Source: an optimization exercise on an open RTL-to-GDS flow (aim: a short achievable clock period and few clock cycles). Production flows keep margins and buffers that such runs may drop. Function was checked by simulation only, so behaviour that the tests miss may differ from the original. Power and IR drop assume default switching activity.

==> design/flow/design.v <==
module e20_core (
    input  wire        clk,
    input  wire        rst,          
    output reg         mem_req,
    output reg         mem_we,
    output reg  [12:0] mem_addr,
    output reg  [15:0] mem_wdata,
    input  wire        mem_gnt,
    input  wire        mem_rvalid,
    input  wire [15:0] mem_rdata,
    output reg         halted
);
    localparam [2:0] OP_RRR  = 3'b000, OP_ADDI = 3'b001, OP_J   = 3'b010,
                     OP_JAL  = 3'b011, OP_LW   = 3'b100, OP_SW  = 3'b101,
                     OP_JEQ  = 3'b110, OP_SLTI = 3'b111;
    localparam integer QN = 4;    
    localparam integer FN = 8;    
    reg        m_data;            
    reg [2:0]  m_ldst;            
    reg [12:0] fpc;               
    reg        st_new;            
    reg [12:0] st_npc;            
    wire port_busy = mem_req & m_data & ~mem_gnt;
    wire rd_acc    = mem_req & mem_gnt & ~mem_we;
    wire fetch_acc = mem_req & mem_gnt & ~m_data;
    reg [3:0]       nf;
    reg [FN-1:0]    f_ld;         
    reg [FN-1:0]    f_ok;         
    reg [13*FN-1:0] f_pc;         
    reg [3*FN-1:0]  f_dst;        
    reg [2:0]       nq;
    reg [16*QN-1:0] q_ins;
    reg [13*QN-1:0] q_pc;
    reg [13*QN-1:0] q_alt;        
    reg [QN-1:0]    q_pred;       
    reg [16*8-1:0]  rf;           
    reg [7:1]       pmask;        
    reg [12:0]      ras;          
    function [15:0] rf_rd(input [2:0] r, input [16*8-1:0] f);
        case (r)
            3'd1: rf_rd = f[1*16 +: 16];
            3'd2: rf_rd = f[2*16 +: 16];
            3'd3: rf_rd = f[3*16 +: 16];
            3'd4: rf_rd = f[4*16 +: 16];
            3'd5: rf_rd = f[5*16 +: 16];
            3'd6: rf_rd = f[6*16 +: 16];
            3'd7: rf_rd = f[7*16 +: 16];
            default: rf_rd = 16'd0;
        endcase
    endfunction
    wire        arr       = mem_rvalid & (nf != 4'd0);
    wire        arr_load  = arr & f_ld[0];
    wire        arr_fetch = arr & ~f_ld[0] & f_ok[0];
    wire [12:0] arr_pc    = f_pc[12:0];
    wire [2:0]  arr_dst   = f_dst[2:0];
    wire [15:0] w         = mem_rdata;
    wire [2:0]  w_op      = w[15:13];
    wire [12:0] w_npc     = arr_pc + 13'd1;
    wire [12:0] w_btgt    = w_npc + {{6{w[6]}}, w[6:0]};
    wire        w_jeqb    = (w_op == OP_JEQ) && w[6];
    wire        w_jr7     = (w_op == OP_RRR) && (w[3:0] == 4'b1000) && (w[12:10] == 3'd7);
    wire        w_jump    = (w_op == OP_J) || (w_op == OP_JAL);
    wire        w_red     = w_jump || w_jeqb || w_jr7;
    reg  [12:0] w_tgt;
    always @(*) begin
        if (w_jump)      w_tgt = w[12:0];
        else if (w_jeqb) w_tgt = w_btgt;
        else             w_tgt = ras;
    end
    wire [12:0] w_alt = (w_op == OP_JEQ) ? (w_jeqb ? w_npc : w_btgt) : ras;
    reg        x_valid;
    reg [15:0] x_ins;
    reg [12:0] x_pc;
    reg [12:0] x_alt;
    reg        x_pred;
    reg [15:0] xa, xb;            
    wire [2:0]  x_op   = x_ins[15:13];
    wire [3:0]  x_func = x_ins[3:0];
    wire [15:0] x_simm = {{9{x_ins[6]}}, x_ins[6:0]};
    wire [12:0] x_npc  = x_pc + 13'd1;
    wire        x_rrr  = (x_op == OP_RRR);
    wire [15:0] x_sum = xa + (x_rrr ? xb : x_simm);
    wire [15:0] x_dif = xa - xb;
    wire        x_lt  = xa < (x_rrr ? xb : x_simm);
    reg [15:0] x_res;
    reg [2:0]  x_dst;
    reg        x_wen;
    always @(*) begin
        x_res = x_sum;
        x_dst = x_ins[9:7];
        x_wen = 1'b0;
        case (x_op)
            OP_RRR: begin
                x_dst = x_ins[6:4];
                case (x_func)
                    4'b0000: begin x_res = x_sum;   x_wen = 1'b1; end
                    4'b0001: begin x_res = x_dif;   x_wen = 1'b1; end
                    4'b0010: begin x_res = xa | xb; x_wen = 1'b1; end
                    4'b0011: begin x_res = xa & xb; x_wen = 1'b1; end
                    4'b0100: begin x_res = {15'd0, x_lt}; x_wen = 1'b1; end
                    default: ;
                endcase
            end
            OP_ADDI: x_wen = 1'b1;
            OP_SLTI: begin x_res = {15'd0, x_lt}; x_wen = 1'b1; end
            OP_JAL:  begin x_res = {3'd0, x_npc}; x_dst = 3'd7; x_wen = 1'b1; end
            default: ;
        endcase
    end
    wire x_wr = x_valid & x_wen & (x_dst != 3'd0);    
    wire x_lw   = (x_op == OP_LW);
    wire x_sw   = (x_op == OP_SW);
    wire x_mem  = x_lw | x_sw;
    wire x_halt = (x_op == OP_J) && (x_ins[12:0] == x_pc);
    wire x_jr   = x_rrr && (x_func == 4'b1000);
    wire x_jeq  = (x_op == OP_JEQ);
    reg smc_hit;
    integer k;
    always @(*) begin
        smc_hit = x_valid && (x_pc == mem_addr);
        for (k = 0; k < QN; k = k + 1)
            if (k < nq && q_pc[k*13 +: 13] == mem_addr) smc_hit = 1'b1;
        for (k = 0; k < FN; k = k + 1)
            if (k < nf && !f_ld[k] && f_pc[k*13 +: 13] == mem_addr) smc_hit = 1'b1;
        smc_hit = smc_hit & st_new;
    end
    wire x_stall = x_valid & (((x_mem | x_halt) & port_busy) | (x_lw & (nf > 4'd4)));
    wire x_go    = x_valid & ~x_stall & ~smc_hit & ~halted;
    wire x_we    = x_wr & ~smc_hit;
    wire x_taken = (xa == xb);
    wire jeq_mp  = x_jeq & (x_taken != x_pred) & (x_ins[6:0] != 7'd0);
    wire jr_mp   = x_jr & ~(x_pred & (xa[12:0] == x_alt));
    wire x_red   = x_go & (jeq_mp | jr_mp);
    wire [12:0] x_tgt = x_jr ? xa[12:0] : x_alt;
    wire        flush     = x_red | smc_hit;
    wire [12:0] flush_tgt = smc_hit ? st_npc : x_tgt;
    wire        do_halt   = x_go & x_halt;
    wire        r_valid = (nq != 3'd0);
    wire [15:0] r_ins   = q_ins[15:0];
    wire [2:0]  r_op    = r_ins[15:13];
    wire [2:0]  r_a     = r_ins[12:10];
    wire [2:0]  r_b     = r_ins[9:7];
    wire        r_rrr   = (r_op == OP_RRR);
    wire        r_usea  = (r_op != OP_J) && (r_op != OP_JAL);
    wire        r_useb  = r_rrr || (r_op == OP_SW) || (r_op == OP_JEQ);
    wire [2:0]  r_dst   = r_rrr ? r_ins[6:4] : (r_op == OP_JAL) ? 3'd7 : r_b;
    wire        r_wr    = r_rrr ? (r_ins[3:0] <= 4'd4) :
                          (r_op != OP_J) && (r_op != OP_SW) && (r_op != OP_JEQ);
    wire [7:0] arr_bit  = arr_load ? (8'd1 << arr_dst) : 8'd0;
    wire [7:0] xlw_bit  = (x_valid & x_lw) ? (8'd1 << x_ins[9:7]) : 8'd0;
    wire [7:0] pend     = (({pmask, 1'b0}) & ~arr_bit) | xlw_bit;
    wire       r_haz    = (r_usea & (r_a != 3'd0) & pend[r_a]) |
                          (r_useb & (r_b != 3'd0) & pend[r_b]) |
                          (r_wr   & (r_dst != 3'd0) & pend[r_dst]);
    wire r_go = r_valid & ~r_haz & ~x_stall & ~flush & ~halted;
    wire [15:0] ra_v = (x_wr && x_dst == r_a) ? x_res :
                       (arr_load && arr_dst == r_a && r_a != 3'd0) ? mem_rdata : rf_rd(r_a, rf);
    wire [15:0] rb_v = (x_wr && x_dst == r_b) ? x_res :
                       (arr_load && arr_dst == r_b && r_b != 3'd0) ? mem_rdata : rf_rd(r_b, rf);
    wire d_red  = arr_fetch & ~flush & w_red;
    wire q_push = arr_fetch & ~flush;
    wire q_pop  = r_go;
    wire [3:0] commit = (flush ? 4'd0 : {1'b0, nq}) + nf + {3'd0, rd_acc};
    wire want_fetch   = ~halted & ~do_halt & (commit <= 4'd3);
    reg [12:0] fpc_n;
    always @(*) begin
        if (flush)          fpc_n = flush_tgt;
        else if (d_red)     fpc_n = w_tgt;
        else if (fetch_acc) fpc_n = fpc + 13'd1;
        else                fpc_n = fpc;
    end
    integer i;
    always @(posedge clk) begin
        if (rst) begin
            mem_req  <= 1'b1;
            mem_we   <= 1'b0;
            mem_addr <= 13'd0;
            m_data   <= 1'b0;
            fpc      <= 13'd0;
            halted   <= 1'b0;
            st_new   <= 1'b0;
            nf       <= 4'd0;
            nq       <= 3'd0;
            x_valid  <= 1'b0;
            pmask    <= 7'd0;
            ras      <= 13'd0;
            rf       <= {16*8{1'b0}};
        end else begin
            st_new <= x_go & x_sw;
            if (x_go & x_mem) begin
                mem_req   <= 1'b1;
                mem_we    <= x_sw;
                mem_addr  <= x_sum[12:0];
                mem_wdata <= xb;
                m_data    <= 1'b1;
                m_ldst    <= x_ins[9:7];
                st_npc    <= x_npc;
            end else if (!port_busy) begin
                mem_req   <= want_fetch;
                mem_we    <= 1'b0;
                mem_addr  <= fpc_n;
                m_data    <= 1'b0;
            end
            fpc <= fpc_n;
            if (do_halt) halted <= 1'b1;
            if (d_red && w_op == OP_JAL) ras <= w_npc;
            nf <= nf + {3'd0, rd_acc} - {3'd0, arr};
            for (i = 0; i < FN; i = i + 1) begin
                if (arr) begin
                    if (i + 1 < FN && i + 1 < nf) begin
                        f_ld[i]            <= f_ld[i+1];
                        f_ok[i]            <= f_ok[i+1] & ~(flush | d_red);
                        f_pc[i*13 +: 13]   <= f_pc[(i+1)*13 +: 13];
                        f_dst[i*3 +: 3]    <= f_dst[(i+1)*3 +: 3];
                    end else if (rd_acc && i + 1 == nf) begin
                        f_ld[i]            <= m_data;
                        f_ok[i]            <= ~(flush | d_red);
                        f_pc[i*13 +: 13]   <= mem_addr;
                        f_dst[i*3 +: 3]    <= m_ldst;
                    end
                end else begin
                    if (i < nf) begin
                        f_ok[i]            <= f_ok[i] & ~(flush | d_red);
                    end else if (rd_acc && i == nf) begin
                        f_ld[i]            <= m_data;
                        f_ok[i]            <= ~(flush | d_red);
                        f_pc[i*13 +: 13]   <= mem_addr;
                        f_dst[i*3 +: 3]    <= m_ldst;
                    end
                end
            end
            if (flush) begin
                nq <= 3'd0;
            end else begin
                nq <= nq + {2'd0, q_push} - {2'd0, q_pop};
                for (i = 0; i < QN; i = i + 1) begin
                    if (q_pop) begin
                        if (i + 1 < QN && i + 1 < nq) begin
                            q_ins[i*16 +: 16] <= q_ins[(i+1)*16 +: 16];
                            q_pc[i*13 +: 13]  <= q_pc[(i+1)*13 +: 13];
                            q_alt[i*13 +: 13] <= q_alt[(i+1)*13 +: 13];
                            q_pred[i]         <= q_pred[i+1];
                        end else if (q_push && i + 1 == nq) begin
                            q_ins[i*16 +: 16] <= w;
                            q_pc[i*13 +: 13]  <= arr_pc;
                            q_alt[i*13 +: 13] <= w_alt;
                            q_pred[i]         <= w_red;
                        end
                    end else if (q_push && i == nq) begin
                        q_ins[i*16 +: 16] <= w;
                        q_pc[i*13 +: 13]  <= arr_pc;
                        q_alt[i*13 +: 13] <= w_alt;
                        q_pred[i]         <= w_red;
                    end
                end
            end
            if (!x_stall) begin
                x_valid <= r_go;
                x_ins   <= r_ins;
                x_pc    <= q_pc[12:0];
                x_alt   <= q_alt[12:0];
                x_pred  <= q_pred[0];
                xa      <= ra_v;
                xb      <= rb_v;
            end
            if (smc_hit) x_valid <= 1'b0;
            if (x_we)
                rf[x_dst*16 +: 16] <= x_res;
            if (arr_load && arr_dst != 3'd0)
                rf[arr_dst*16 +: 16] <= mem_rdata;
            pmask <= (pmask & ~arr_bit[7:1]) |
                     ((x_go & x_lw & (x_ins[9:7] != 3'd0)) ? xlw_bit[7:1] : 7'd0);
        end
    end
endmodule
==> design/flow/run.sh <==
#!/bin/bash
# synth_recipe.tcl (not shown) runs the flow's synth.tcl, then flattens the netlist and writes it again
# the make line also repeats each setting of config.mk as NAME=value (left out here)
make -C /OpenROAD-flow-scripts/flow DESIGN_CONFIG=/design/flow/config.mk WORK_HOME=/design/flow/orfs CLKGATE_MAP_FILE= SYNTH_SCRIPT=/design/flow/synth_recipe.tcl finish
==> design/flow/config.mk <==
export PLATFORM = sky130hd
export DESIGN_NAME = e20_core
export DESIGN_NICKNAME = e20_core
export VERILOG_FILES = /design/flow/design.v
export SDC_FILE = /design/flow/constraint.sdc
export NUM_CORES = 4
export LEC_CHECK = 0
export ABC_CLOCK_PERIOD_IN_PS = 3000
export CAP_MARGIN = 20
export CORE_MARGIN = 2
export CORE_UTILIZATION = 40
export PLACE_DENSITY = 0.6
export SETUP_SLACK_MARGIN = 4.8
export SLEW_MARGIN = 20
==> design/flow/constraint.sdc <==
create_clock -name core_clock -period 8.0 [get_ports {clk}]
set_input_delay 1.6000 -clock core_clock [delete_from_list [all_inputs] [get_ports {clk}]]
set_output_delay 1.6000 -clock core_clock [all_outputs]
set_load 0.01 [all_outputs]
==> results.sh, run 1 <==
export IMPL_r2r_cells=16
export IMPL_final_nets=3954
export IMPL_grt_overflow_total=0
export IMPL_crit_chain="buf_12, nand2_8, buf_6, o31ai_4, o31a_1, mux4_2, a211oi_2, a21oi_1, nor4b_4, buf_4, buf_6, or4_4, a211oi_4, buf_6, buf_16"
export IMPL_antenna_found_initial=4
export IMPL_synthCells=3318
export IMPL_skew_ps=36.96
export IMPL_first_iter_violations=4809
export IMPL_grtUsageTotal_pct=32.00
export IMPL_finalHoldViolations=0
export IMPL_async_flop_share_pct=0
export IMPL_start_kind="primary input"
export IMPL_layout_commonest_cell="edfxtp_1"
export IMPL_run_status="no timing/DRC/antenna violations"
export IMPL_yosysWarnings=9
export IMPL_avgSynthCellArea_sq_um=10.61
export IMPL_synth_top_cell_area_share_pct=36.07
export IMPL_yosysSeqAreaShare_pct=45.79
export IMPL_fp_dieW_um=300.7
export IMPL_ys_flop_type="edfxtp_1"
export IMPL_synth_seq_cells=594
export IMPL_final_layout_size_suffix_gt1_share_pct=39.68
export IMPL_drtPass1Iterations=8
export IMPL_synth_cell_type_count=92
export IMPL_synthToLayoutAreaGrowth_pct=39.42
export IMPL_ioPinCount=52
export IMPL_critPathRequiredTime_ps=8350
export IMPL_clk_pin_slew_ps=70
export IMPL_clk_root_buffer_cell="clkbuf_16"
export IMPL_critPathCaptureType="flop"
export IMPL_synth_edf_count=423
export IMPL_core_area_sq_um=87020
export IMPL_post_dp_hpwl_mm=87.35
export IMPL_maxCapViolCount=0
export IMPL_grt_pass1_vias=30340
export IMPL_r2r_setup_slack_ps=3910
export IMPL_synth_top_area_cell="edfxtp_1"
export IMPL_cpPeakStageDelay_ps=490
export IMPL_finalSetupViolCount=0
export IMPL_path_class="in -> reg"
export IMPL_drc=0
export IMPL_synth_area_top_cells="edfxtp_1 36%, dfxtp_1 9.7%, mux2_2 8.8%"
export IMPL_grt_pass1_wl_mm=212.6
export IMPL_antenna_left=0
export IMPL_post_route_period_util_pct=51.33
export IMPL_insertion_delay_ps=650
export IMPL_slew_headroom_pct=20.52
export IMPL_cts_tree="built"
export IMPL_cts_buffer_depth=3
export IMPL_rows=108
export IMPL_vias_per_cell=6.481
export IMPL_worstHoldStart="q_pred[0]$_DFFE_PP_"
export IMPL_max_freq_mhz=243.5
export IMPL_worstReg2RegStart="f_dst[0]$_DFFE_PP_"
export IMPL_leakage_nw=18.15
export IMPL_cp_arrival_ps=4460
export IMPL_slew_violations=0
export IMPL_route_vias_total=32520
export IMPL_period_needed_ps=4106
export IMPL_utilization_pct=56.42
export IMPL_cts_htree_levels=3
export IMPL_crit_top_cell="buf_6"
export IMPL_min_delay_path_depth=0
export IMPL_min_to="x_pred$_DFFE_PP_"
export IMPL_timing_rr_end="q_alt[48]$_DFFE_PP_"
export IMPL_power_density_nw_per_um2=276.0
export IMPL_crit_path_top_delay_cell="mux4_2"
export IMPL_hold_class="reg -> reg"
export IMPL_synthesis_nets=3463
export IMPL_start_util_pct=40.47
export IMPL_io_buffers=51
export IMPL_grt_max_degree=76
export IMPL_wirelength_mm=151.5
export IMPL_setup_tns_final_ps=0
export IMPL_cts_sinks=594
export IMPL_die_area_sq_um=90430
export IMPL_peakVddDrop_uv=165.5
export IMPL_gp_congestion=0.9544
export IMPL_rsz0062_at_grt="true"
export IMPL_tightest_slew_ps=1188
export IMPL_wl_per_cell_um=30.20
export IMPL_syn_area_sq_um=35220
export IMPL_cp_max_fo=11
export IMPL_die_height_um=300.7
export IMPL_final_cell_mix="423 x edfxtp_1, 318 x buf_4, 247 x mux2_2, 200 x nand2_1, 169 x nor2_1"
export IMPL_cts_made_buffers=68
cell type report:
type | count | area [sq um]
flip-flops and latches | 594 | 16190
clock buffers | 93 | 1907
fillers | 7037 | 37930
diodes | 1 | 2.502
inverters | 114 | 476.7
clock inverters | 29 | 356.6
repair buffers | 636 | 7425
well taps | 1155 | 1445
multi-input cells | 2395 | 21300
sequential cells by signal, indices dropped and copies added, names as in the netlist, 16 cells and up:
register	count
x_ins	16
q_alt	52
rf	112
xb	16
q_ins	64
mem_wdata	16
q_pc	52
f_dst	24
xa	16
f_pc	104
where the power goes:
group	total (W)	switching, W	internal (W)
registers	0.00423	0.000405	0.00383
clock network	0.00325	0.00140	0.00186
logic	0.00607	0.00325	0.00282
repair_timing:
action                                  CTS  global route
hold buffers                              0             0
pin swaps                               174           106
resized for setup                       687           270
endpoints found under the setup margin  888           607
gates cloned                             51            13
buffers inserted                        353           104
worst max path at each step:
stage,cells past startpoint,start,to
floorplan,10,mem_rvalid,q_alt[26]$_DFFE_PP_
global placement,11,mem_rvalid,q_ins[8]$_DFFE_PP_
detailed placement,11,mem_rvalid,q_alt[8]$_DFFE_PP_
CTS,15,mem_rvalid,q_alt[48]$_DFFE_PP_
global route,16,f_dst[0]$_DFFE_PP_,q_alt[48]$_DFFE_PP_
finish,15,mem_rvalid,q_alt[48]$_DFFE_PP_
logic make-up after synthesis:
| family | share of synthesized area [%] |
|---|---|
| and+or+nand+nor | 11.66 |
| muxes | 11.72 |
| adders and majority gates | 4.605 |
| buffers and inverters | 4.196 |
| AOI/OAI and AO/OA | 15.29 |
| xor gates and xnor gates | 6.740 |
| DFF | 45.79 |
critical path: cells and delay by family:
kind                   cells  cell delay (ps)
AO/OA/AOI/OAI              5              770
buffers and inverters      6              900
multiplexers               1              490
AND/OR/NAND/NOR            3              690
metal layers:
layer	wire length, um	vias up	global-route usage (%)
li1	-	13570	-
met1	58720	15880	43.72
met5	119	-	0.3175
met2	62840	2516	45.77
met3	21830	540	10.87
met4	7989	8	14.05
Yosys cell counts (25+ instances only):
| cell type | number |
|---|---|
| ha_1 | 120 |
| nand3_1 | 92 |
| mux2i_1 | 50 |
| a21oi_1 | 148 |
| dfxtp_1 | 171 |
| nor2_1 | 198 |
| a22oi_1 | 96 |
| inv_1 | 106 |
| a221oi_1 | 37 |
| o211ai_1 | 26 |
| a32oi_1 | 44 |
| clkbuf_1 | 153 |
| buf_2 | 34 |
| o22ai_1 | 63 |
| xnor2_1 | 147 |
| a31oi_1 | 26 |
| mux2_2 | 275 |
| nand2_1 | 248 |
| and2_1 | 25 |
| a211oi_1 | 39 |
| xor2_1 | 124 |
| nor3_1 | 68 |
| o21ai_0 | 143 |
| edfxtp_1 | 423 |
| nand4_1 | 51 |
| nor4_1 | 45 |
stage by stage:
step / total power, W / hold WS, ps / setup slack [ps] / cell area (sq um) / std cells
after global placement: 0.007926 / 403.1 / 2111 / 37650 / 4372
after floorplan: 0.006804 / 400.3 / 2433 / 36340 / 3318
final: 0.01355 / 418.4 / 3894 / 49100 / 5017
after CTS: 0.01271 / 415.7 / 3940 / 46900 / 4899
after global routing: 0.01391 / 415.9 / 3831 / 49100 / 5016
after detailed placement: 0.007950 / 404.5 / 2049 / 37670 / 4373
Testbench counts, summed over its fixed seeds: cycles 300,369.
==> inputs of run 2 (changes only) <==
--- a/design/flow/config.mk
+++ b/design/flow/config.mk
@@ -7,3 +7,3 @@
 export LEC_CHECK = 0
-export ABC_CLOCK_PERIOD_IN_PS = 3000
+export ABC_CLOCK_PERIOD_IN_PS = 2500
 export CAP_MARGIN = 20
@@ -12,3 +12,3 @@
 export PLACE_DENSITY = 0.6
-export SETUP_SLACK_MARGIN = 4.8
+export SETUP_SLACK_MARGIN = 5
 export SLEW_MARGIN = 20
==> run 2 against run 1 <==
  * Clock skew down 2.3 ps
  * Synthesized cell count unchanged
  * Highest routed layer is now met4
  * Non-clock buffer count fell by 39
  * Sequential share of layout area increased by 0.51 points
  * Setup slack lost 220 ps
  * Global-route usage fell by 1.5 points
  * Cell area shrank 1.5%
  * Synthesized area did not move
  * Core utilization decreased by 0.85 points
  * Worst hold slack improved by 6.3 ps
  * Critical path type is now reg -> reg
  * Fmax fell by 5.0%
  * Critical endpoint is now q_alt[4]$_DFFE_PP_
==> results.sh, run 2 <==
export IMPL_maxCapViolCount=0
export IMPL_start_kind="flop"
export IMPL_first_iter_violations=5053
export IMPL_hold_class="reg -> reg"
export IMPL_run_status="no timing/DRC/antenna violations"
export IMPL_vias_per_cell=6.428
export IMPL_route_vias_total=31970
export IMPL_setup_tns_final_ps=0
export IMPL_crit_chain="buf_6, clkinvlp_4, ha_1, ha_1, inv_1, o31ai_4, o31a_1, mux4_2, a211oi_2, a21oi_1, nor4b_4, buf_4, buf_4, buf_6, and2b_4, mux2_2"
export IMPL_max_freq_mhz=231.3
export IMPL_grtUsageTotal_pct=30.50
export IMPL_rows=108
export IMPL_skew_ps=34.62
export IMPL_insertion_delay_ps=650
export IMPL_core_area_sq_um=87020
export IMPL_tightest_slew_ps=1093
export IMPL_top_register="rf"
export IMPL_fp_dieW_um=300.7
export IMPL_yosysMostFrequentCell="edfxtp_1"
export IMPL_synthToLayoutAreaGrowth_pct=37.32
export IMPL_finalSetupViolCount=0
export IMPL_largest_reg_flops=112
export IMPL_met2_usage_pct=43.49
export IMPL_yosysWarnings=9
export IMPL_power_density_nw_per_um2=272.8
export IMPL_clk_root_buffer_cell="clkbuf_16"
export IMPL_cts_sinks=594
export IMPL_slew_violations=0
export IMPL_final_cell_mix="423 x edfxtp_1, 295 x buf_4, 267 x mux2_2, 218 x nand2_1, 170 x nor2_1"
export IMPL_holdWs_ps=424.7
export IMPL_antenna_found_initial=1
export IMPL_grt_pass1_wl_mm=204.4
export IMPL_cp_arrival_ps=4720
export IMPL_start_util_pct=40.47
export IMPL_path_delay_family="buffers and inverters"
export IMPL_crit_start="f_dst[0]$_DFFE_PP_"
export IMPL_ys_flop_type="edfxtp_1"
export IMPL_layout_commonest_cell="edfxtp_1"
export IMPL_synth_area_top_cells="edfxtp_1 36%, dfxtp_1 9.7%, mux2_2 8.8%"
export IMPL_grt_overflow_total=0
export IMPL_leakage_nw=17.79
export IMPL_crit_buf_inv=6
export IMPL_grt_busiest_layer="met1"
export IMPL_use_met3_pct=7.872
export IMPL_ioPinCount=52
export IMPL_antenna_cells=0
export IMPL_cts_buffer_depth=3
export IMPL_worstReg2RegStart="f_dst[0]$_DFFE_PP_"
export IMPL_async_flop_share_pct=0
export IMPL_final_nets=3911
export IMPL_gp_congestion=0.9436
export IMPL_synth_cell_type_count=92
export IMPL_synth_edf_count=423
export IMPL_cpPeakStageDelay_ps=570
export IMPL_peakVddDrop_uv=170.8
export IMPL_critPathCaptureType="flop"
export IMPL_wl_per_cell_um=29.16
export IMPL_wirelength_mm=145.0
export IMPL_synth_top_area_cell="edfxtp_1"
export IMPL_drtPass1Iterations=6
export IMPL_antenna_left=0
export IMPL_final_layout_size_suffix_gt1_share_pct=37.61
export IMPL_synth_seq_cells=594
export IMPL_cp_max_fo=18
export IMPL_die_height_um=300.7
export IMPL_yosysSeqAreaShare_pct=45.79
export IMPL_drc=0
export IMPL_path_class="reg -> reg"
export IMPL_post_dp_hpwl_mm=86.89
export IMPL_synthesis_nets=3463
export IMPL_cts_htree_levels=3
export IMPL_synthCells=3318
export IMPL_syn_area_sq_um=35220
export IMPL_clk_pin_slew_ps=60
export IMPL_synth_top_cell_area_share_pct=36.07
export IMPL_worstHoldStart="q_alt[8]$_DFFE_PP_"
export IMPL_slew_headroom_pct=27.11
export IMPL_grt_max_degree=61
export IMPL_period_needed_ps=4324
export IMPL_io_buffers=51
export IMPL_critPathRequiredTime_ps=8390
export IMPL_finalHoldViolations=0
export IMPL_avgSynthCellArea_sq_um=10.61
export IMPL_use_met1_pct=43.94
export IMPL_cts_tree="built"
export IMPL_post_route_period_util_pct=54.05
export IMPL_reg_largest_list="rf: 112 flops, f_pc: 104 flops, q_ins: 64 flops"
export IMPL_rsz0062_at_grt="true"
export IMPL_grt_pass1_vias=29440
export IMPL_cts_made_buffers=69
export IMPL_synth_common_cells="423 x edfxtp_1, 275 x mux2_2, 248 x nand2_1, 198 x nor2_1, 171 x dfxtp_1"
export IMPL_die_area_sq_um=90430
export IMPL_crit_path_top_delay_cell="nor4b_4"
[run 2: cell type report]
class | count | area (sq um)
sequential | 594 | 16190
clock buffer | 93 | 1888
clock inverter | 30 | 337.8
multi-input combinational | 2390 | 21000
tap | 1155 | 1445
inverter | 114 | 475.5
timing repair buffer | 597 | 7024
fill | 7172 | 38660
[run 2: routing by layer]
metal / wire, um / part of all wire (%)
met1: 58310 / 40
met2: 60650 / 42
met3: 18710 / 13
met5: 0 / 0
met4: 7336 / 5.1
[run 2: report_power, final]
part	switching, W	internal [W]
combinational	0.00312	0.00262
clock	0.00138	0.00183
sequential	0.000406	0.00383
total	0.00491	0.00828
[run 2: worst paths after layout]
check / to / slack (ps) / cells after the start
min reg2reg: x_alt[8]$_DFFE_PP_ / 420 / 0
max: q_alt[4]$_DFFE_PP_ / 3680 / 16
min: x_alt[8]$_DFFE_PP_ / 420 / 0
max reg2reg: q_alt[4]$_DFFE_PP_ / 3680 / 16
[run 2: cells by family (layout without fill, tap and decap cells)]
family	Yosys count	after routing	share of synthesized area [%]
simple gates	845	853	11.66
flops	594	594	45.79
fa+ha+maj	127	127	4.605
buf+inv	344	834	4.196
compound gates	788	790	15.29
mux	349	349	11.72
xor+xnor	271	271	6.740
[run 2: worst reg2reg max path, cell delays in order, from the launching register on]
cell        delay, ps
edfxtp_1          400
buf_6             200
clkinvlp_4        200
ha_1              220
ha_1              160
inv_1              80
o31ai_4           300
o31a_1            270
mux4_2            290
a211oi_2           70
a21oi_1           160
nor4b_4           570
buf_4             270
buf_4             120
buf_6              90
and2b_4           290
mux2_2            400
[run 2: repair_timing]
action	4_1_cts	5_1_grt
setup buffers	314	113
gates resized for setup	629	250
gates cloned	42	14
pin swaps	129	88
hold buffers	0	0
setup endpoints to repair	926	628
[run 2: per-stage QoR]
stage | std cells | cell area (sq um) | power [W] | util (%) | setup WS [ps]
floorplan | 3318 | 36510 | 0.006847 | - | 2433
global placement | 4367 | 37710 | 0.007952 | 43.33 | 1750
detailed placement | 4367 | 37710 | 0.007971 | 43.34 | 1697
CTS | 4846 | 45970 | 0.01248 | 52.83 | 3797
global route | 4973 | 48360 | 0.01357 | 55.57 | 3625
finish | 4973 | 48360 | 0.01319 | 55.57 | 3676
==> inputs of run 3 (changes only) <==
--- a/design/flow/design.v
+++ b/design/flow/design.v
@@ -15,4 +15,5 @@
                      OP_JEQ  = 3'b110, OP_SLTI = 3'b111;
-    localparam integer QN = 4;    
-    localparam integer FN = 8;    
+    localparam integer QN = 8;    
+    localparam integer CL = 6;    
+    localparam integer FN = 8;     
     reg        m_data;            
@@ -25,3 +26,3 @@
     wire fetch_acc = mem_req & mem_gnt & ~m_data;
-    reg [3:0]       nf;
+    reg [4:0]       nf;
     reg [FN-1:0]    f_ld;         
@@ -30,3 +31,14 @@
     reg [3*FN-1:0]  f_dst;        
-    reg [2:0]       nq;
+    reg [FN-1:0]    f_bp;         
+    reg [13*FN-1:0] f_bt;         
+    localparam integer BN = 16;
+    reg [BN-1:0]    b_v;
+    reg [13*BN-1:0] b_pc;
+    reg [13*BN-1:0] b_tgt;
+    reg [BN-1:0]    b_ret;        
+    reg [BN-1:0]    b_call;       
+    reg [3:0]       b_ptr;        
+    reg [3:0]       nq;
+    reg [2:0]       qh;           
+    reg [QN-1:0]    q_v;          
     reg [16*QN-1:0] q_ins;
@@ -50,3 +62,3 @@
     endfunction
-    wire        arr       = mem_rvalid & (nf != 4'd0);
+    wire        arr       = mem_rvalid & (nf != 5'd0);
     wire        arr_load  = arr & f_ld[0];
@@ -55,2 +67,4 @@
     wire [2:0]  arr_dst   = f_dst[2:0];
+    wire        arr_bp    = f_bp[0];
+    wire [12:0] arr_bt    = f_bt[12:0];
     wire [15:0] w         = mem_rdata;
@@ -69,3 +83,4 @@
     end
-    wire [12:0] w_alt = (w_op == OP_JEQ) ? (w_jeqb ? w_npc : w_btgt) : ras;
+    wire [12:0] w_alt = (w_op == OP_JEQ) ? (w_jeqb ? w_npc : w_btgt) :
+                        (arr_bp ? arr_bt : ras);
     reg        x_valid;
@@ -121,3 +136,3 @@
         for (k = 0; k < QN; k = k + 1)
-            if (k < nq && q_pc[k*13 +: 13] == mem_addr) smc_hit = 1'b1;
+            if (q_v[k] && q_pc[k*13 +: 13] == mem_addr) smc_hit = 1'b1;
         for (k = 0; k < FN; k = k + 1)
@@ -126,3 +141,3 @@
     end
-    wire x_stall = x_valid & (((x_mem | x_halt) & port_busy) | (x_lw & (nf > 4'd4)));
+    wire x_stall = x_valid & (((x_mem | x_halt) & port_busy) | (x_lw & (nf > FN - 3)));
     wire x_go    = x_valid & ~x_stall & ~smc_hit & ~halted;
@@ -137,4 +152,4 @@
     wire        do_halt   = x_go & x_halt;
-    wire        r_valid = (nq != 3'd0);
-    wire [15:0] r_ins   = q_ins[15:0];
+    wire        r_valid = (nq != 4'd0);
+    wire [15:0] r_ins   = q_ins[qh*16 +: 16];
     wire [2:0]  r_op    = r_ins[15:13];
@@ -159,7 +174,25 @@
                        (arr_load && arr_dst == r_b && r_b != 3'd0) ? mem_rdata : rf_rd(r_b, rf);
-    wire d_red  = arr_fetch & ~flush & w_red;
+    wire d_red  = arr_fetch & ~flush & (arr_bp ? ~w_red : w_red);
+    wire d_lrn  = arr_fetch & ~flush & ~arr_bp & w_red;
+    wire [12:0] d_tgt = arr_bp ? w_npc : w_tgt;
+    reg        bt_hit, bt_retk, bt_callk;
+    integer    kb;
+    reg [12:0] bt_tgt;
+    always @(*) begin
+        bt_hit = 1'b0; bt_retk = 1'b0; bt_callk = 1'b0; bt_tgt = 13'd0;
+        for (kb = 0; kb < BN; kb = kb + 1)
+            if (b_v[kb] && b_pc[kb*13 +: 13] == mem_addr) begin
+                bt_hit   = 1'b1;
+                bt_retk  = b_ret[kb];
+                bt_callk = b_call[kb];
+                bt_tgt   = b_tgt[kb*13 +: 13];
+            end
+        if (bt_retk) bt_tgt = ras;
+    end
+    wire bt_use = fetch_acc & bt_hit;
     wire q_push = arr_fetch & ~flush;
     wire q_pop  = r_go;
-    wire [3:0] commit = (flush ? 4'd0 : {1'b0, nq}) + nf + {3'd0, rd_acc};
-    wire want_fetch   = ~halted & ~do_halt & (commit <= 4'd3);
+    wire [2:0] q_tl = qh + nq[2:0];
+    wire [4:0] commit = (flush ? 5'd0 : {1'b0, nq}) + {1'b0, nf} + {4'd0, rd_acc};
+    wire want_fetch   = ~halted & ~do_halt & (commit <= CL - 1);
     reg [12:0] fpc_n;
@@ -167,3 +200,4 @@
         if (flush)          fpc_n = flush_tgt;
-        else if (d_red)     fpc_n = w_tgt;
+        else if (d_red)     fpc_n = d_tgt;
+        else if (bt_use)    fpc_n = bt_tgt;
         else if (fetch_acc) fpc_n = fpc + 13'd1;
@@ -181,4 +215,6 @@
             st_new   <= 1'b0;
-            nf       <= 4'd0;
-            nq       <= 3'd0;
+            nf       <= 5'd0;
+            nq       <= 4'd0;
+            qh       <= 3'd0;
+            q_v      <= {QN{1'b0}};
             x_valid  <= 1'b0;
@@ -186,2 +222,4 @@
             ras      <= 13'd0;
+            b_v      <= {BN{1'b0}};
+            b_ptr    <= 4'd0;
             rf       <= {16*8{1'b0}};
@@ -205,4 +243,15 @@
             if (do_halt) halted <= 1'b1;
-            if (d_red && w_op == OP_JAL) ras <= w_npc;
-            nf <= nf + {3'd0, rd_acc} - {3'd0, arr};
+            if (bt_use & bt_callk)           ras <= mem_addr + 13'd1;
+            else if (d_lrn && w_op == OP_JAL) ras <= w_npc;
+            for (i = 0; i < BN; i = i + 1)
+                if (st_new && b_pc[i*13 +: 13] == mem_addr) b_v[i] <= 1'b0;
+            if (d_lrn) begin
+                b_v[b_ptr]            <= 1'b1;
+                b_pc[b_ptr*13 +: 13]  <= arr_pc;
+                b_tgt[b_ptr*13 +: 13] <= w_tgt;
+                b_ret[b_ptr]          <= w_jr7;
+                b_call[b_ptr]         <= (w_op == OP_JAL);
+                b_ptr                 <= b_ptr + 4'd1;
+            end
+            nf <= nf + {4'd0, rd_acc} - {4'd0, arr};
             for (i = 0; i < FN; i = i + 1) begin
@@ -214,2 +263,4 @@
                         f_dst[i*3 +: 3]    <= f_dst[(i+1)*3 +: 3];
+                        f_bp[i]            <= f_bp[i+1];
+                        f_bt[i*13 +: 13]   <= f_bt[(i+1)*13 +: 13];
                     end else if (rd_acc && i + 1 == nf) begin
@@ -219,2 +270,4 @@
                         f_dst[i*3 +: 3]    <= m_ldst;
+                        f_bp[i]            <= bt_use;
+                        f_bt[i*13 +: 13]   <= bt_tgt;
                     end
@@ -228,2 +281,4 @@
                         f_dst[i*3 +: 3]    <= m_ldst;
+                        f_bp[i]            <= bt_use;
+                        f_bt[i*13 +: 13]   <= bt_tgt;
                     end
@@ -232,24 +287,16 @@
             if (flush) begin
-                nq <= 3'd0;
+                nq  <= 4'd0;
+                q_v <= {QN{1'b0}};
             end else begin
-                nq <= nq + {2'd0, q_push} - {2'd0, q_pop};
-                for (i = 0; i < QN; i = i + 1) begin
-                    if (q_pop) begin
-                        if (i + 1 < QN && i + 1 < nq) begin
-                            q_ins[i*16 +: 16] <= q_ins[(i+1)*16 +: 16];
-                            q_pc[i*13 +: 13]  <= q_pc[(i+1)*13 +: 13];
-                            q_alt[i*13 +: 13] <= q_alt[(i+1)*13 +: 13];
-                            q_pred[i]         <= q_pred[i+1];
-                        end else if (q_push && i + 1 == nq) begin
-                            q_ins[i*16 +: 16] <= w;
-                            q_pc[i*13 +: 13]  <= arr_pc;
-                            q_alt[i*13 +: 13] <= w_alt;
-                            q_pred[i]         <= w_red;
-                        end
-                    end else if (q_push && i == nq) begin
-                        q_ins[i*16 +: 16] <= w;
-                        q_pc[i*13 +: 13]  <= arr_pc;
-                        q_alt[i*13 +: 13] <= w_alt;
-                        q_pred[i]         <= w_red;
-                    end
+                nq <= nq + {3'd0, q_push} - {3'd0, q_pop};
+                if (q_pop) begin
+                    qh      <= qh + 3'd1;
+                    q_v[qh] <= 1'b0;
+                end
+                if (q_push) begin
+                    q_v[q_tl]            <= 1'b1;
+                    q_ins[q_tl*16 +: 16] <= w;
+                    q_pc[q_tl*13 +: 13]  <= arr_pc;
+                    q_alt[q_tl*13 +: 13] <= w_alt;
+                    q_pred[q_tl]         <= w_red;
                 end
@@ -259,5 +306,5 @@
                 x_ins   <= r_ins;
-                x_pc    <= q_pc[12:0];
-                x_alt   <= q_alt[12:0];
-                x_pred  <= q_pred[0];
+                x_pc    <= q_pc[qh*13 +: 13];
+                x_alt   <= q_alt[qh*13 +: 13];
+                x_pred  <= q_pred[qh];
                 xa      <= ra_v;
--- a/design/flow/config.mk
+++ b/design/flow/config.mk
@@ -7,3 +7,3 @@
 export LEC_CHECK = 0
-export ABC_CLOCK_PERIOD_IN_PS = 2500
+export ABC_CLOCK_PERIOD_IN_PS = 3000
 export CAP_MARGIN = 20
@@ -12,3 +12,3 @@
 export PLACE_DENSITY = 0.6
-export SETUP_SLACK_MARGIN = 5
+export SETUP_SLACK_MARGIN = 4.8
 export SLEW_MARGIN = 20
==> run 3 against run 2 <==
  * Global-route usage grew 7.7 points
  * Sequential cell count grew 765
  * Critical path depth shrank 2
  * Still clean on timing, DRC and antenna
  * Power grew to 2.7 times the previous value
  * Routed wire length grew to 2.9 times the previous value
  * Non-clock buffer count grew 920
  * Setup slack lost 120 ps
  * Critical endpoint is now nq[1]$_SDFF_PP0_
  * Synthesized cell count grew 140%
  * Die area grew 120%
  * Combinational power grew to 3.3 times the previous value
==> results.sh, run 3 <==
export IMPL_wl_per_cell_um=35.53
export IMPL_fp_dieW_um=450.8
export IMPL_rows=164
export IMPL_start_util_pct=40.13
export IMPL_start_kind="primary input"
export IMPL_max_freq_mhz=225.0
export IMPL_cts_sinks=1359
export IMPL_die_area_sq_um=203300
export IMPL_die_height_um=450.8
export IMPL_path_class="in -> reg"
export IMPL_clk_pin_slew_ps=60
export IMPL_drtPass1Iterations=10
export IMPL_finalHoldViolations=0
export IMPL_synth_cell_type_count=110
export IMPL_skew_ps=60.92
export IMPL_synthToLayoutAreaGrowth_pct=44.16
export IMPL_cp_max_fo=6
export IMPL_finalSetupViolCount=0
export IMPL_cts_htree_levels=4
export IMPL_gp_congestion=1.010
export IMPL_cts_tree="built"
export IMPL_run_status="no timing/DRC/antenna violations"
export IMPL_synthCells=7912
export IMPL_power_density_nw_per_um2=314.8
export IMPL_synth_top_area_cell="edfxtp_1"
export IMPL_synth_area_top_cells="edfxtp_1 43%, nand2_1 6.7%, dfxtp_1 5.1%"
export IMPL_wirelength_mm=419.8
export IMPL_period_needed_ps=4444
export IMPL_maxCapViolCount=0
export IMPL_rsz0062_at_grt="true"
export IMPL_hold_class="reg -> reg"
export IMPL_final_nets=9184
export IMPL_yosysWarnings=7
export IMPL_io_buffers=51
export IMPL_critPathCaptureType="flop"
export IMPL_yosysSeqAreaShare_pct=48.54
export IMPL_place_inst=10270
export IMPL_cp_arrival_ps=5190
export IMPL_p_total_w=0.03625
export IMPL_grt_pass1_wl_mm=561.0
export IMPL_avgSynthCellArea_sq_um=10.09
export IMPL_insertion_delay_ps=880
export IMPL_slew_violations=0
export IMPL_synth_seq_cells=1359
export IMPL_async_flop_share_pct=0
export IMPL_post_route_period_util_pct=55.55
export IMPL_layout_commonest_cell="nand2_1"
export IMPL_critPathRequiredTime_ps=8740
export IMPL_antenna_left=0
export IMPL_grt_pass1_vias=73710
export IMPL_route_vias_total=80350
export IMPL_layout_cells_non_filler=11820
export IMPL_drc=0
export IMPL_syn_area_sq_um=79870
export IMPL_grt_max_degree=59
export IMPL_leakage_nw=42.70
export IMPL_grtUsageTotal_pct=38.23
export IMPL_peakVddDrop_uv=368.3
export IMPL_final_layout_size_suffix_gt1_share_pct=35.18
export IMPL_cts_made_buffers=159
export IMPL_slew_headroom_pct=2.242
export IMPL_synth_edf_count=1155
export IMPL_first_iter_violations=13290
export IMPL_post_dp_hpwl_mm=227.5
export IMPL_setup_tns_final_ps=0
export IMPL_synth_common_cells="1416 x nand2_1, 1155 x edfxtp_1, 556 x o21ai_0, 469 x clkbuf_1, 426 x nor2_1"
export IMPL_synthesis_nets=8081
export IMPL_core_area_sq_um=199000
export IMPL_grt_overflow_total=0
export IMPL_holdWs_ps=464.5
export IMPL_reg_largest_list="b_pc: 208 flops, b_tgt: 208 flops, q_ins: 128 flops"
export IMPL_yosysMostFrequentCell="nand2_1"
export IMPL_synth_top_cell_area_share_pct=43.43
export IMPL_ys_flop_type="edfxtp_1"
export IMPL_tightest_slew_ps=1457
export IMPL_cts_buffer_depth=3
export IMPL_ioPinCount=52
export IMPL_antenna_found_initial=22
export IMPL_clk_root_buffer_cell="clkbuf_16"
export IMPL_vias_per_cell=6.801
export IMPL_final_cell_mix="1313 x nand2_1, 1155 x edfxtp_1, 686 x buf_4, 377 x o21ai_0, 366 x nor2_1"
## run 3: worst max-delay path: stages
cell	delay, ps
clkdlybuf4s15_2	310
inv_1	150
o41ai_2	440
o31a_1	330
a22oi_1	100
o211ai_1	530
nand4_1	420
nor2_4	280
ha_4	230
inv_2	70
ha_4	130
inv_2	40
fa_2	510
nor2_1	40
## run 3: per-layer routing
metal	up-vias	routed length, um	track usage [%]
li1	31980	-	-
met1	39170	141000	46.83
met2	7072	176600	57.03
met3	2122	57660	10.77
met4	14	44400	29.08
met5	-	108	0
## run 3: final cells by class
class                      count  area (sq um)
fill                       15920         83900
multi-input combinational   5799         47080
sequential                  1359         38850
timing repair buffer        1517         19840
clock buffer                 205          4232
tap                         2656          3323
clock inverter                89          1051
inverter                     178         734.5
antenna                       11         27.53
timing repair inverter         1         7.507
## run 3: repair_timing
item / CTS / global route
pin swaps: 328 / 363
buffers inserted: 746 / 288
setup endpoints to repair: 2237 / 1824
hold buffers: 0 / 0
cloned: 172 / 35
gates resized for setup: 1886 / 900
## run 3: per-stage QoR
step           util, %  setup slack (ps)  instance area (sq um)
6_report         57.85              3556                 115100
5_1_grt          57.84              3559                 115100
4_1_cts          54.32              3931                 108100
3_5_place_dp     42.06              1819                  83720
3_3_place_gp     42.00              1882                  83590
2_1_floorplan        -             -5842                  79940
## run 3: final timing paths
check | startpoint | endpoint | slack, ps | cells after the start
worst max-delay path | mem_rvalid | nq[1]$_SDFF_PP0_ | 3560 | 14
worst min-delay path | rf[65]$_SDFF_PP0_ | rf[65]$_SDFF_PP0_ | 460 | 2
worst max register to register | qh[1]$_SDFFE_PP0P_ | nq[1]$_SDFF_PP0_ | 3570 | 14
worst min register to register | rf[65]$_SDFF_PP0_ | rf[65]$_SDFF_PP0_ | 460 | 2
## run 3: report_power, final
part	total (W)	internal, W	switching (W)
clock network	0.00768	0.00432	0.00335
registers	0.00957	0.00890	0.000662
logic	0.0190	0.00762	0.0114
total	0.0362	0.0208	0.0154
## run 3: cells by family (layout without fill, tap and decap cells)
| logic type | after synthesis | after routing | synth area share, % |
|---|---|---|---|
| AND/OR/NAND/NOR | 2669 | 2685 | 15.16 |
| other | 0 | 11 | 0 |
| buffers and inverters | 777 | 1990 | 4.101 |
| multiplexers | 320 | 320 | 5.652 |
| XOR/XNOR | 556 | 556 | 6.163 |
| adder cells (fa/ha/maj) | 149 | 149 | 2.409 |
| flip-flops | 1359 | 1359 | 48.54 |
| AO/OA/AOI/OAI | 2082 | 2089 | 17.98 |
Testbench counts of run 3, summed over its fixed seeds: cycles 271,198.
==> inputs of run 4 (changes only) <==
--- a/design/flow/config.mk
+++ b/design/flow/config.mk
@@ -10,4 +10,4 @@
 export CORE_MARGIN = 2
-export CORE_UTILIZATION = 40
-export PLACE_DENSITY = 0.6
+export CORE_UTILIZATION = 30
+export PLACE_DENSITY = 0.5
 export SETUP_SLACK_MARGIN = 4.8
==> run 4 against run 3 <==
  * Setup slack better by 370 ps
  * Cell area up 0.32%
  * Global-route usage down 9.7 points
  * Cell count up 7.1%
  * Synthesized area unchanged
  * Largest power group unchanged
  * Fmax up 9.0%
  * Sequential cell count unchanged
  * Count of clock-buffer cells in the layout up 15
  * Non-clock buffer count down 25
  * Critical endpoint is now nq[3]$_SDFF_PP0_
  * Core utilization down 14 points
  * Combinational power down 8%
==> results.sh, run 4 <==
export IMPL_wirelength_mm=414.5
export IMPL_slew_violations=0
export IMPL_fin_area_sq_um=115500
export IMPL_synth_top_area_cell="edfxtp_1"
export IMPL_combPwrFrac_pct=50.2
export IMPL_layout_cells_non_filler=12660
export IMPL_grt_max_degree=76
export IMPL_synth_common_cells="1416 x nand2_1, 1155 x edfxtp_1, 556 x o21ai_0, 469 x clkbuf_1, 426 x nor2_1"
export IMPL_cts_buffer_depth=4
export IMPL_cp_max_fo=7
export IMPL_grtUsageTotal_pct=28.51
export IMPL_leakage_nw=42.42
export IMPL_tightest_slew_ps=1256
export IMPL_clkPwrFrac_pct=22.3
export IMPL_grt_overflow_total=0
export IMPL_post_dp_hpwl_mm=239.4
export IMPL_path_class="reg -> reg"
export IMPL_yosysSeqAreaShare_pct=48.54
export IMPL_gp_congestion=0.9666
export IMPL_final_cell_mix="1336 x nand2_1, 1155 x edfxtp_1, 747 x buf_4, 360 x o21ai_0, 357 x nor2_1"
export IMPL_switching_power_w=0.01446
export IMPL_swShare_pct=41.72
export IMPL_wl_met1_mm=156.9
export IMPL_synth_top_cell_area_share_pct=43.43
export IMPL_max_freq_mhz=245.4
export IMPL_reg_largest_list="b_pc: 208 flops, b_tgt: 208 flops, q_ins: 128 flops"
export IMPL_yosysMostFrequentCell="nand2_1"
export IMPL_ys_flop_type="edfxtp_1"
export IMPL_syn_area_sq_um=79870
export IMPL_post_dp_cell_area_sq_um=84890
export IMPL_start_util_pct=30.13
export IMPL_run_status="no timing/DRC/antenna violations"
export IMPL_skew_ps=63.52
export IMPL_synthCells=7912
export IMPL_critPathRequiredTime_ps=8750
export IMPL_core_area_sq_um=265100
export IMPL_post_route_period_util_pct=50.95
export IMPL_rsz0062_at_grt="true"
export IMPL_intPower_w=0.02020
export IMPL_antenna_found_initial=19
export IMPL_peakVddDrop_uv=386.3
export IMPL_drc=0
export IMPL_finalHoldViolations=0
export IMPL_io_buffers=51
export IMPL_synthToLayoutAreaGrowth_pct=44.63
export IMPL_insertion_delay_ps=890
export IMPL_die_height_um=520.0
export IMPL_period_needed_ps=4076
export IMPL_wl_met2_mm=177.0
export IMPL_fp_dieW_um=520.0
export IMPL_cp_arrival_ps=4830
export IMPL_cts_made_buffers=168
export IMPL_regArea_sq_um=38860
export IMPL_wl_per_cell_um=32.75
export IMPL_synth_cell_type_count=110
export IMPL_r2r_cells=18
export IMPL_clk_pin_slew_ps=60
export IMPL_hold_class="reg -> reg"
export IMPL_layout_commonest_cell="nand2_1"
export IMPL_r2r_setup_slack_ps=3920
export IMPL_cts_sinks=1359
export IMPL_grt_pass1_vias=71630
export IMPL_clk_root_buffer_cell="clkbuf_16"
export IMPL_sequentialPowerShare_pct=27.5
export IMPL_route_vias_total=77190
export IMPL_antenna_left=0
export IMPL_synth_seq_cells=1359
export IMPL_final_nets=9164
export IMPL_die_area_sq_um=270400
export IMPL_avgSynthCellArea_sq_um=10.09
export IMPL_place_inst=11160
export IMPL_synthesis_nets=8081
export IMPL_route_met3_wl_mm=47.66
export IMPL_vias_per_cell=6.098
export IMPL_cts_htree_levels=4
export IMPL_routed_top_layer="met5"
export IMPL_grt_pass1_wl_mm=555.9
export IMPL_async_flop_share_pct=0
export IMPL_slew_headroom_pct=15.40
export IMPL_power_density_nw_per_um2=300.1
export IMPL_min_delay_path_depth=2
export IMPL_critPathCaptureType="flop"
export IMPL_ioPinCount=52
export IMPL_cts_tree="built"
export IMPL_synth_area_top_cells="edfxtp_1 43%, nand2_1 6.7%, dfxtp_1 5.1%"
export IMPL_multi_input_area_sq_um=47290
export IMPL_yosysWarnings=7
export IMPL_p_total_w=0.03467
export IMPL_nFillCells=24360
export IMPL_first_iter_violations=10580
export IMPL_hold_buffers=0
export IMPL_maxCapViolCount=0
export IMPL_finalSetupViolCount=0
export IMPL_final_layout_size_suffix_gt1_share_pct=36.00
export IMPL_rows=189
export IMPL_synth_edf_count=1155
export IMPL_drtPass1Iterations=6
export IMPL_start_kind="flop"
## run 4: cells by family (layout without fill, tap and decap cells)
logic type                 after synthesis  after routing  share of synthesized area (%)
AOI/OAI and AO/OA                     2082           2089                          17.98
adders and majority gates              149            149                          2.409
other                                    0             10                              0
muxes                                  320            320                          5.652
DFF                                   1359           1359                          48.54
and+or+nand+nor                       2669           2681                          15.16
buffers and inverters                  777           1961                          4.101
xor gates and xnor gates               556            556                          6.163
## run 4: power by group through the flow
stage / clock [W] / sequential [W] / combinational (W)
floorplan: 0 / 0.00941 / 0.00658
global placement: 0 / 0.0100 / 0.0103
detailed placement: 0 / 0.0100 / 0.0104
CTS: 0.00774 / 0.00950 / 0.0151
global route: 0.00801 / 0.00957 / 0.0179
finish: 0.00772 / 0.00953 / 0.0174
## run 4: repair_timing
| action | in CTS | in global routing |
|---|---|---|
| gates cloned | 114 | 73 |
| setup endpoints to repair | 2249 | 1646 |
| buffers inserted | 747 | 263 |
| resized for setup | 1950 | 795 |
| pin swaps | 321 | 350 |
## run 4: through the flow
stage          setup TNS [ps]  utilization [%]  hold WS, ps  setup WS, ps
2_1_floorplan        -2751370                -        424.4         -5842
3_3_place_gp                0            31.99        446.5          1427
3_5_place_dp                0            32.02        451.9          1461
4_1_cts                     0            40.76        457.1          3952
5_1_grt                     0            43.57        482.7          3794
6_report                    0            43.57        460.5          3924
## run 4: critical path: stages (launching register included)
cell,delay (ps)
dfxtp_4,370
buf_12,150
mux4_2,560
mux2i_4,280
clkinv_4,150
nor4_4,300
a211o_1,210
mux2i_1,250
a211oi_2,120
a211oi_4,350
nor2_2,90
ha_1,310
inv_2,50
ha_4,150
buf_4,120
a21o_1,160
a21oi_2,150
xnor2_1,130
nor2_1,60
## run 4: routing by layer
metal / track usage [%] / up-vias
met5: 0 / -
met3: 6.735 / 1338
li1: - / 31860
met4: 17.53 / 10
met1: 37.02 / 38740
met2: 42.83 / 5239
## run 4: layout make-up
class | instances | share of cell area [%]
Multi-Input combinational cell | 5795 | 40.94
Sequential cell | 1359 | 33.64
Timing Repair Buffer | 1492 | 16.36
Clock buffer | 220 | 3.923
Tap cell | 3533 | 3.827
Inverter | 178 | 0.6488
Clock inverter | 70 | 0.6391
Antenna cell | 10 | 0.02166
Timing Repair inverter | 1 | 0.006499
## run 4: final timing paths
path | end | from
worst max register to register | nq[3]$_SDFF_PP0_ | qh[1]$_SDFFE_PP0P_
worst max-delay path | nq[3]$_SDFF_PP0_ | qh[1]$_SDFFE_PP0P_
worst min-delay path | pmask[5]$_SDFF_PP0_ | pmask[5]$_SDFF_PP0_
worst min register to register | pmask[5]$_SDFF_PP0_ | pmask[5]$_SDFF_PP0_

separate check: timing with driven ports:
The flow's constraints put no driver on any port. The routed layouts listed below were extracted and timed again, unchanged, in two steps. Step 1 (the two cells are an assumption about what drives the block):
set clk [get_ports {clk}]
set_driving_cell -lib_cell sky130_fd_sc_hd__clkbuf_16 $clk
set_driving_cell -lib_cell sky130_fd_sc_hd__buf_2 [delete_from_list [all_inputs] $clk]
Step 2 also shifts input and output timing later by t, the mid clock arrival at the registers, as if the neighbouring blocks saw the same clock. Slacks: no drivers / after step 1 / after step 2; pairs: no drivers / after step 1.
run	shift t [ns]	setup slack, ns	latest minus earliest clock arrival (ns)	worst data-port slew with drivers (ns)	cell pins on the clock port's net
run 1	0.708	3.894 / 3.909 / 3.210	0.037 / 0.037	0.06	1
run 2	0.697	3.676 / 3.654 / 2.957	0.034 / 0.034	0.08	1
run 3	0.946	3.556 / 3.481 / 2.535	0.061 / 0.061	0.18	1
run 4	0.957	3.924 / 3.924 / 3.205	0.074 / 0.074	0.15	1
After both steps every run listed still meets setup and hold. The setup slack of run 3, which loses most, moves by -0.075 ns with the drivers and by -1.021 ns with both steps.
